Source: an optimization exercise on an open RTL-to-GDS flow (aim: small area and a short achievable clock period). Production flows keep margins and buffers that such runs may drop. Where RTL was checked, it was by simulation tests only, not by an equivalence proof against the original. Power figures rest on the tool's default switching activity, not on a simulated workload.

Setup of run 1:
Design fdc_read, start of the top module:
module fdc_read (
    input  wire        clk,
    input  wire        rst,
    input  wire        drive_active,
    input  wire        flux,
    input  wire        wr_en,
    input  wire [2:0]  wr_port,
    input  wire [15:0] wr_data,
    input  wire        rd_en,
    output wire [15:0] status,
    output reg         mem_we,
    output wire [31:0] mem_addr,
    output wire [15:0] mem_wdata,
    output reg         irq_sync,
    output reg         irq_done
);
    localparam [1:0] S_IDLE = 2'd0, S_WAIT = 2'd1, S_BYTE0 = 2'd2, S_BYTE1 = 2'd3;
    localparam [1:0] F_NONE = 2'd0, F_SAME = 2'd1, F_M1 = 2'd2;
    localparam [1:0] H_NONE = 2'd0, H_HI = 2'd1, H_LO = 2'd2, H_ZERO = 2'd3;
    reg running;
    reg run_st;     
    reg [10:0] counter;   
    reg        ended_r;   
    reg [4:0]  inc5;      
    reg [1:0]  hist;
    reg [2:0]  pcnt;      
    reg [1:0]  fcls;      
    reg        dir;       
    reg        lat_v;
    reg [2:0]  lat_c;
    reg [15:0] shift;
    reg [2:0]  bcnt;
    reg        st_sync, st_ready;
    reg [7:0]  st_data;
    reg [15:0] len;       
    reg [15:0] pend;      
    reg        pz;
    reg [15:0] sync_r;
    reg        ctl10;
    reg        dmaen;     
    reg [1:0]  state;
    reg [7:0]  hi;
    reg [31:0] A;
  ...
Size: about 92 I/O pins, roughly 8300 µm² of cells after synthesis.
export LEC_CHECK = 0
export CAP_MARGIN = 20
export CORE_MARGIN = 2
export CORE_UTILIZATION = 60
export CTS_BUF_LIST = sky130_fd_sc_hd__clkbuf_8
export SETUP_SLACK_MARGIN = 4.0
export SLEW_MARGIN = 20
create_clock -name core_clock -period 7.0 [get_ports {clk}]
standard.sh (not shown) runs the stock make flow with config.mk's settings and CLKGATE_MAP_FILE= SYNTH_SCRIPT=/design/flow/synth_recipe.tcl, a recipe that flattens the netlist after the stock synthesis.
==> flow/flow/run.sh <==
#!/bin/bash
# Standard ORFS layout (the standard.sh), with the port buffers made of
# sky130_fd_sc_hd__buf_1 instead of the resizer's default choice.
set -euo pipefail
export BUFFER_PORTS_ARGS="-buffer_cell sky130_fd_sc_hd__buf_1"
bash standard.sh finish > standard_flow.log 2>&1
[inputs] run 2 vs run 1
--- a/flow/design.v
+++ b/flow/design.v
@@ -11,17 +11,17 @@
     output reg         mem_we,
     output wire [31:0] mem_addr,
     output wire [15:0] mem_wdata,
     output reg         irq_sync,
     output reg         irq_done
 );
     localparam [1:0] S_IDLE = 2'd0, S_WAIT = 2'd1, S_BYTE0 = 2'd2, S_BYTE1 = 2'd3;
     localparam [1:0] F_NONE = 2'd0, F_SAME = 2'd1, F_M1 = 2'd2;
-    localparam [1:0] H_NONE = 2'd0, H_HI = 2'd1, H_LO = 2'd2, H_ZERO = 2'd3;
+    localparam [1:0] H_NONE = 2'd0, H_HI = 2'd1, H_LO = 2'd2;
     reg running;
     reg run_st;     
     reg [10:0] counter;   
     reg        ended_r;   
     reg [4:0]  inc5;      
     reg [1:0]  hist;
     reg [2:0]  pcnt;      
     reg [1:0]  fcls;      
@@ -124,46 +124,44 @@
         if (port_ok) begin
             if (enabled) begin
                 if (state_s == S_IDLE) state_w = ctl_w ? S_WAIT : S_BYTE0;
             end else
                 state_w = S_IDLE;
         end
     end
     wire [31:0] Ainc = A + {30'd0, F, 1'b0};
-    wire [31:0] L    = {H == H_HI ? B : H == H_ZERO ? 16'd0 : Ainc[31:16],
-                        H == H_LO ? B : H == H_ZERO ? 16'd0 : Ainc[15:0]};
+    wire [31:0] L    = {H == H_HI ? B : Ainc[31:16], H == H_LO ? B : Ainc[15:0]};
     always @(posedge clk) begin
         running <= drive_active;
         run_st  <= drive_active && !rst;    
         B <= wr_data;
-        A <= L;         
         if (rst) begin
             counter <= 11'd0; ended_r <= 1'b0; inc5 <= 5'd18; hist <= 2'd0;
-            pcnt <= 3'd0; lat_v <= 1'b0;
+            pcnt <= 3'd0; fcls <= F_NONE; dir <= 1'b0; lat_v <= 1'b0;
             shift <= 16'd0; bcnt <= 3'd0; st_sync <= 1'b0; st_ready <= 1'b0; st_data <= 8'd0;
             len <= 16'd0; pz <= 1'b1; sync_r <= 16'd0; ctl10 <= 1'b0; dmaen <= 1'b0;
             state <= S_IDLE;
-            F <= 1'b0; H <= H_ZERO;
+            A <= 32'd0; F <= 1'b0; H <= H_NONE;
             mem_we <= 1'b0; irq_sync <= 1'b0; irq_done <= 1'b0;
         end else begin
             if (start) begin
                 counter <= 11'd0; ended_r <= 1'b0; inc5 <= 5'd18; hist <= 2'd0;
-                pcnt <= 3'd0; lat_v <= 1'b0;
+                pcnt <= 3'd0; fcls <= F_NONE; dir <= 1'b0; lat_v <= 1'b0;
             end else if (running) begin
                 counter <= csum[10:0];
                 ended_r <= ended_n;
                 inc5   <= inc5_n;
                 if (ended) begin
                     lat_v <= 1'b0;
                     if (v) begin
                         pcnt <= pcnt_T; fcls <= fcls_T; dir <= cT[2];
                         hist <= {cT[2], hist[1]};
                     end else begin
-                        pcnt <= 3'd0;
+                        pcnt <= 3'd0; fcls <= F_NONE;
                     end
                 end else begin
                     lat_v <= v;
                     lat_c <= cT;
                     pcnt  <= pcnt_dec;
                 end
             end
             if (start) begin
@@ -182,18 +180,25 @@
             if (bv && c8 && state == S_BYTE0)
                 hi <= byte_v;
             len   <= len_w;
             if (wr_len) begin pend <= wr_data; pz <= 1'b0; end
             if (wr_sync) sync_r <= wr_data;
             ctl10 <= ctl_w;
             dmaen <= den_w;
             state <= state_w;
-            F <= wd;
-            H <= wr_ph ? H_HI : wr_pl ? H_LO : H_NONE;
+            if (wd) begin
+                A <= L;
+                F <= 1'b1;
+                H <= wr_ph ? H_HI : wr_pl ? H_LO : H_NONE;
+            end else begin
+                A <= {wr_ph ? wr_data : L[31:16], wr_pl ? wr_data : L[15:0]};
+                F <= 1'b0;
+                H <= H_NONE;
+            end
             mem_we   <= wd;
             irq_sync <= sp_match;
             irq_done <= xfer;
         end
     end
     assign mem_addr  = A;
     assign mem_wdata = {hi, st_data};
     assign status = run_st ? {st_ready, state != S_IDLE, 1'b0, st_sync, 4'd0, st_data} : 16'd0;
[summary]
Routed wirelength normalized by instance count up 5.3% in run 2 wrt run 1
When run 2 is set beside run 1, its maximum fanout along the worst path turns out to be 1 larger.
Cmp run 2 and run 1 / slack of the critical path / higher: run 2
Compared with run 1, in run 2 netlist area before placement went up 5.6%, power consumption decreased about 9%, via-per-instance ratio climbed about 1.7%, synthesized instance count now larger, reg-to-reg setup timing slack now larger.
met1 global-route usage, run 2 and run 1, lower one = run 1.
The RTL of run 2 was laid out without a check of its function.

== 11-07 ==
Another version of the RTL of fdc_read (not shown whole).
Size: ~930 cells after synthesis, roughly 170 flip-flops, about 92 I/O pins, about 0.0084 sq mm of cells after synthesis.
==> module fdc_read, before the edit <==
module fdc_read (
    input  wire        clk,
    input  wire        rst,
    input  wire        drive_active,
    input  wire        flux,
    input  wire        wr_en,
    input  wire [2:0]  wr_port,
    input  wire [15:0] wr_data,
    input  wire        rd_en,
    output wire [15:0] status,
    output reg         mem_we,
    output wire [31:0] mem_addr,
    output wire [15:0] mem_wdata,
    output reg         irq_sync,
    output reg         irq_done
);
    localparam [2:0] S_IDLE = 3'b000, S_WAIT = 3'b110, S_BYTE0 = 3'b100, S_BYTE1 = 3'b101;
    localparam [1:0] H_NONE = 2'd0, H_HI = 2'd1, H_LO = 2'd2, H_ZERO = 2'd3;
    reg running;
    reg run_st;     
    reg [10:0] counter;   
    reg        ended_r;   
    reg [4:0]  inc5;      
    reg [1:0]  hist;
    reg [2:0]  pcnt;
    reg [1:0]  fcls;
    reg        dir;
    reg        lat_v;     
    reg [2:0]  lat_c;     
    reg [15:0] shift;
    reg [2:0]  bcnt;      
    reg        st_sync, st_ready;
    reg [7:0]  st_data;
    reg [15:0] len;       
    reg [15:0] pend;      
    reg        pz;
    reg [15:0] sync_r;
    reg        ctl10;
    reg        dmaen;     
    reg [2:0]  state;
    reg [7:0]  hi;        
    reg [31:0] A;         
    reg        F;
    reg [15:0] B;
    reg [1:0]  H;
    wire start = drive_active && !running;
    wire [10:0] cnext;
    wire        ended_n;
    wire [4:0]  inc5_n;
    wire [2:0]  pcnt_dec, cT, pcnt_T;
    wire [1:0]  fcls_T;
    fdc_pll u_pll (
        .counter(counter), .ended_r(ended_r), .inc5(inc5), .pcnt(pcnt), .fcls(fcls),
        .dir(dir), .hist(hist), .lat_v(lat_v), .lat_c(lat_c),
        .cnext(cnext), .ended_n(ended_n), .inc5_n(inc5_n), .pcnt_dec(pcnt_dec),
        .cT(cT), .pcnt_T(pcnt_T), .fcls_T(fcls_T)
    );
    wire v = lat_v | flux;           
    wire bv = running & ended_r;     
    wire m1, m0, c8, spm1, spm0, sps1, sps0, due1, due0;
    wire [2:0] bcnt_inc;
    fdc_live u_live (
        .bv(bv), .shift(shift), .sync_r(sync_r), .bcnt(bcnt), .st_sync(st_sync),
        .ctl10(ctl10), .st_wait(state[1]),
        .m1(m1), .m0(m0), .c8(c8), .spm1(spm1), .spm0(spm0), .sps1(sps1), .sps0(sps0),
        .due1(due1), .due0(due0), .bcnt_inc(bcnt_inc)
    );
    wire match    = v ? m1 : m0;
    wire sp_match = v ? spm1 : spm0;
    wire sps      = v ? sps1 : sps0;     
    wire due      = v ? due1 : due0;     
    wire bv8      = bv & c8;             
    wire spb      = bv8 & !sps;
    wire [7:0] byte_v = {shift[6:0], v};
    wire [13:0] len_dec;
    wire        len_one, len_nz;
    wire [31:0] L;
    fdc_dma u_dma (
        .len(len), .A(A), .F(F), .B(B), .H(H),
        .len_dec(len_dec), .len_one(len_one), .len_nz(len_nz), .L(L)
    );
    wire st_b0 = state == S_BYTE0;
    wire wd    = bv8 & state[0];         
    wire xfer  = wd & len_one;
    wire [2:0] state_s = sps ? S_BYTE0 :
                         (bv8 & st_b0) ? S_BYTE1 :
                         wd ? (len_one ? S_IDLE : S_BYTE0) : state;
    wire [15:0] len_s  = wd ? {len[15:14], len_dec} : len;
    wire lens_nz = wd ? !len_one : len_nz;
    wire wr_len  = wr_en && wr_port == 3'd0;
    wire wr_sync = wr_en && wr_port == 3'd1;
    wire wr_ctl  = wr_en && wr_port == 3'd2;
    wire wr_den  = wr_en && wr_port == 3'd3;
    wire wr_ph   = wr_en && wr_port == 3'd5;
    wire wr_pl   = wr_en && wr_port == 3'd6;
    wire port_ok = wr_en && wr_port != 3'd4 && wr_port != 3'd7;
    wire len_eq  = !pz && wr_data == pend;
    wire len_acc = wr_len && (!wr_data[15] || len_eq);
    wire [15:0] len_w = len_acc ? wr_data : len_s;
    wire ctl_w   = wr_ctl ? wr_data[10] : ctl10;
    wire den_w   = wr_den ? (wr_data[9] & wr_data[4]) : dmaen;
    wire en_s    = len[15] && dmaen && lens_nz;
    reg  enabled;
    always @* begin
        case (wr_port)
            3'd0:    enabled = wr_data[15] && (len_eq ? (dmaen && wr_data[13:0] != 14'd0) : en_s);
            3'd3:    enabled = len[15] && wr_data[9] && wr_data[4] && lens_nz;
            default: enabled = en_s;
        endcase
    end
    wire [2:0] state_w = !port_ok ? state_s :
                         !enabled ? S_IDLE :
                         state_s[2] ? state_s : (ctl_w ? S_WAIT : S_BYTE0);
    always @(posedge clk) begin
        running <= drive_active;
        run_st  <= drive_active && !rst;
        B <= wr_data;
        A <= L;         
        if (wr_len) pend <= wr_data;      
        if (bv8 && st_b0) hi <= byte_v;   
        if (rst) begin
            counter <= 11'd0; ended_r <= 1'b0; inc5 <= 5'd18; hist <= 2'd0;
            pcnt <= 3'd0; lat_v <= 1'b0;
            shift <= 16'd0; bcnt <= 3'd0; st_sync <= 1'b0; st_ready <= 1'b0; st_data <= 8'd0;
            len <= 16'd0; pz <= 1'b1; sync_r <= 16'd0; ctl10 <= 1'b0; dmaen <= 1'b0;
            state <= S_IDLE;
            F <= 1'b0; H <= H_ZERO;
            mem_we <= 1'b0; irq_sync <= 1'b0; irq_done <= 1'b0;
        end else begin
            if (start) begin
                counter <= 11'd0; ended_r <= 1'b0; inc5 <= 5'd18; hist <= 2'd0;
                pcnt <= 3'd0; lat_v <= 1'b0;
            end else if (running) begin
                counter <= cnext;
                ended_r <= ended_n;
                inc5    <= inc5_n;
                if (ended_r) begin
                    lat_v <= 1'b0;
                    if (v) begin
                        pcnt <= pcnt_T; fcls <= fcls_T; dir <= cT[2];
                        hist <= {cT[2], hist[1]};
                    end else begin
                        pcnt <= 3'd0;
                    end
                end else begin
                    lat_v <= v;
                    lat_c <= cT;
                    pcnt  <= pcnt_dec;
                end
            end
            if (start) begin
                shift <= 16'd0; bcnt <= 3'd0;
            end else if (bv) begin
                shift <= {shift[14:0], v};
                bcnt  <= (sps || c8) ? 3'd0 : bcnt_inc;
            end
            if (due)
                st_sync <= match;
            if (spb) begin
                st_data  <= byte_v;
                st_ready <= 1'b1;
            end else if (rd_en && running)
                st_ready <= 1'b0;
            len   <= len_w;
            if (wr_len) pz <= 1'b0;
            if (wr_sync) sync_r <= wr_data;
            ctl10 <= ctl_w;
            dmaen <= den_w;
            state <= state_w;
            F <= wd;
            H <= wr_ph ? H_HI : wr_pl ? H_LO : H_NONE;
            mem_we   <= wd;
            irq_sync <= sp_match;
            irq_done <= xfer;
        end
    end
    assign mem_addr  = A;
    assign mem_wdata = {hi, st_data};
    assign status = run_st ? {st_ready, state[2], 1'b0, st_sync, 4'd0, st_data} : 16'd0;
endmodule
export LEC_CHECK = 0
export CAP_MARGIN = 20
export CORE_MARGIN = 2
export CORE_UTILIZATION = 70
export SETUP_SLACK_MARGIN = 4.4
export SLEW_MARGIN = 20
create_clock -name core_clock -period 7.0 [get_ports {clk}]
==> flow/flow/run.sh <==
#!/bin/bash
# Standard ORFS layout (the standard.sh) with these changes:
#  - port buffers are sky130_fd_sc_hd__buf_2 instead of the resizer's default
#    choice (a delay cell);
#  - clock tree synthesis without dummy loads;
#  - the slow multi-input OR cells are not used (synthesis maps to NOR/NAND
#    forms instead); they are added to the platform's own don't-use list.
set -euo pipefail
export BUFFER_PORTS_ARGS="-buffer_cell sky130_fd_sc_hd__buf_2"
export CTS_ARGS="-sink_clustering_enable -repair_clock_nets -buf_list sky130_fd_sc_hd__clkbuf_8 -dont_use_dummy_load"
platform="sky130_fd_sc_hd__lpflow_bleeder_1 sky130_fd_sc_hd__lpflow_clkbufkapwr_1 sky130_fd_sc_hd__lpflow_clkbufkapwr_16 sky130_fd_sc_hd__lpflow_clkbufkapwr_2 sky130_fd_sc_hd__lpflow_clkbufkapwr_4 sky130_fd_sc_hd__lpflow_clkbufkapwr_8 sky130_fd_sc_hd__lpflow_clkinvkapwr_1 sky130_fd_sc_hd__lpflow_clkinvkapwr_16 sky130_fd_sc_hd__lpflow_clkinvkapwr_2 sky130_fd_sc_hd__lpflow_clkinvkapwr_4 sky130_fd_sc_hd__lpflow_clkinvkapwr_8 sky130_fd_sc_hd__lpflow_decapkapwr_12 sky130_fd_sc_hd__lpflow_decapkapwr_3 sky130_fd_sc_hd__lpflow_decapkapwr_4 sky130_fd_sc_hd__lpflow_decapkapwr_6 sky130_fd_sc_hd__lpflow_decapkapwr_8 sky130_fd_sc_hd__lpflow_inputiso0n_1 sky130_fd_sc_hd__lpflow_inputiso0p_1 sky130_fd_sc_hd__lpflow_inputiso1n_1 sky130_fd_sc_hd__lpflow_inputiso1p_1 sky130_fd_sc_hd__lpflow_inputisolatch_1 sky130_fd_sc_hd__lpflow_isobufsrc_1 sky130_fd_sc_hd__lpflow_isobufsrc_16 sky130_fd_sc_hd__lpflow_isobufsrc_2 sky130_fd_sc_hd__lpflow_isobufsrc_4 sky130_fd_sc_hd__lpflow_isobufsrc_8 sky130_fd_sc_hd__lpflow_isobufsrckapwr_16 sky130_fd_sc_hd__lpflow_lsbuf_lh_hl_isowell_tap_1 sky130_fd_sc_hd__lpflow_lsbuf_lh_hl_isowell_tap_2 sky130_fd_sc_hd__lpflow_lsbuf_lh_hl_isowell_tap_4 sky130_fd_sc_hd__lpflow_lsbuf_lh_isowell_4 sky130_fd_sc_hd__lpflow_lsbuf_lh_isowell_tap_1 sky130_fd_sc_hd__lpflow_lsbuf_lh_isowell_tap_2 sky130_fd_sc_hd__lpflow_lsbuf_lh_isowell_tap_4 sky130_fd_sc_hd__probe_p_8 sky130_fd_sc_hd__probec_p_8 "
slow=""
for c in or3_1 or3_2 or3_4 or3b_1 or3b_2 or3b_4 or4_1 or4_2 or4_4 or4b_1 or4b_2 or4b_4 or4bb_1 or4bb_2 or4bb_4; do
  slow="$slow sky130_fd_sc_hd__$c"
done
bash standard.sh "DONT_USE_CELLS=$platform$slow" finish > standard_flow.log 2>&1
Setup changes, 11-07 to 10-09
--- a/flow/design.v
+++ b/flow/design.v
@@ -127,9 +127,9 @@
 );
     localparam [2:0] S_IDLE = 3'b000, S_WAIT = 3'b110, S_BYTE0 = 3'b100, S_BYTE1 = 3'b101;
     localparam [1:0] H_NONE = 2'd0, H_HI = 2'd1, H_LO = 2'd2, H_ZERO = 2'd3;
     reg running;
-    reg run_st;     
+    reg run_st, run_st2;
     reg [10:0] counter;   
     reg        ended_r;   
     reg [4:0]  inc5;      
     reg [1:0]  hist;
@@ -224,8 +224,9 @@
                          state_s[2] ? state_s : (ctl_w ? S_WAIT : S_BYTE0);
     always @(posedge clk) begin
         running <= drive_active;
         run_st  <= drive_active && !rst;
+        run_st2 <= drive_active || rst;
         B <= wr_data;
         A <= L;         
         if (wr_len) pend <= wr_data;      
         if (bv8 && st_b0) hi <= byte_v;   
@@ -286,6 +287,7 @@
         end
     end
     assign mem_addr  = A;
     assign mem_wdata = {hi, st_data};
-    assign status = run_st ? {st_ready, state[2], 1'b0, st_sync, 4'd0, st_data} : 16'd0;
-endmodule
+    assign status[15:8] = run_st  ? {st_ready, state[2], 1'b0, st_sync, 4'd0} : 8'd0;
+    assign status[7:0]  = run_st2 ? st_data : 8'd0;
+endmodule
==> comparison <==
10-09 | stages: all done | timing, DRC, antenna: all pass. Between 11-07 and 10-09, the difference in final period demand of the worst path is negligible. Looking at origin of the worst setup path, the wr_data[13] result is from 10-09; the run_st one comes from 11-07. The routed wirelength normalized by instance count of 10-09 exceeds that of 11-07 by 0.50 microns. Route | 10-09 vs 11-07 | wire longer in 10-09. ~same upper clock frequency limit in 11-07 and 10-09. Compared 11-07 against 10-09; total power within noise. Ratio of final minimum period to clock period: 10-09 vs 11-07 — no meaningful difference. [10-09 vs 11-07] net switching share of the total power: lower in 10-09. Per the comparison of 10-09 with 11-07, ratio of cells with drive above 1 in the final layout increased 3.0 points; count of buffers not belonging to the clock network in the layout increased 4; core utilization of the finished layout increased 2.1 points; height of the chip increased 0.51%; clock network power share essentially unchanged. The run showing the greater number of nets in the final layout is 11-07.
Only the layout flow was run in 10-09; the RTL was not checked for function there.

## static timing again, ports no longer ideal
The results above use ideal ports. As a check the final layouts listed here were re-extracted and re-timed, cells and wires unchanged.
Step 1: set_driving_cell puts a clkbuf_16 on clk and a buf_2 on each other input, an assumption about the parent block.
Step 2 also shifts input and output timing later by t, the mid clock arrival at the registers, as if the neighbouring blocks saw the same clock.
a / b / c = no drivers / after step 1 / after step 2; a / b = the first two.
run | t (ns) | setup WS [ns] | slew at the worst register clock pin (ns) | worst data-port slew with drivers (ns) | cell pins on the clock port's net
run 1 | 0.499 | 3.638 / 3.638 / 3.638 | 0.10 / 0.10 | 0.04 | 1
run 2 | 0.503 | 3.787 / 3.787 / 3.675 | 0.10 / 0.10 | 0.06 | 1
11-07 | 0.489 | 4.391 / 4.353 / 3.977 | 0.09 / 0.09 | 0.05 | 1
10-09 | 0.486 | 4.390 / 4.378 / 3.891 | 0.09 / 0.09 | 0.07 | 1
After both steps setup and hold are still met in every run listed. For 10-09, which loses most, drivers alone change the setup slack by -0.012 ns; drivers and shift together by -0.499 ns.
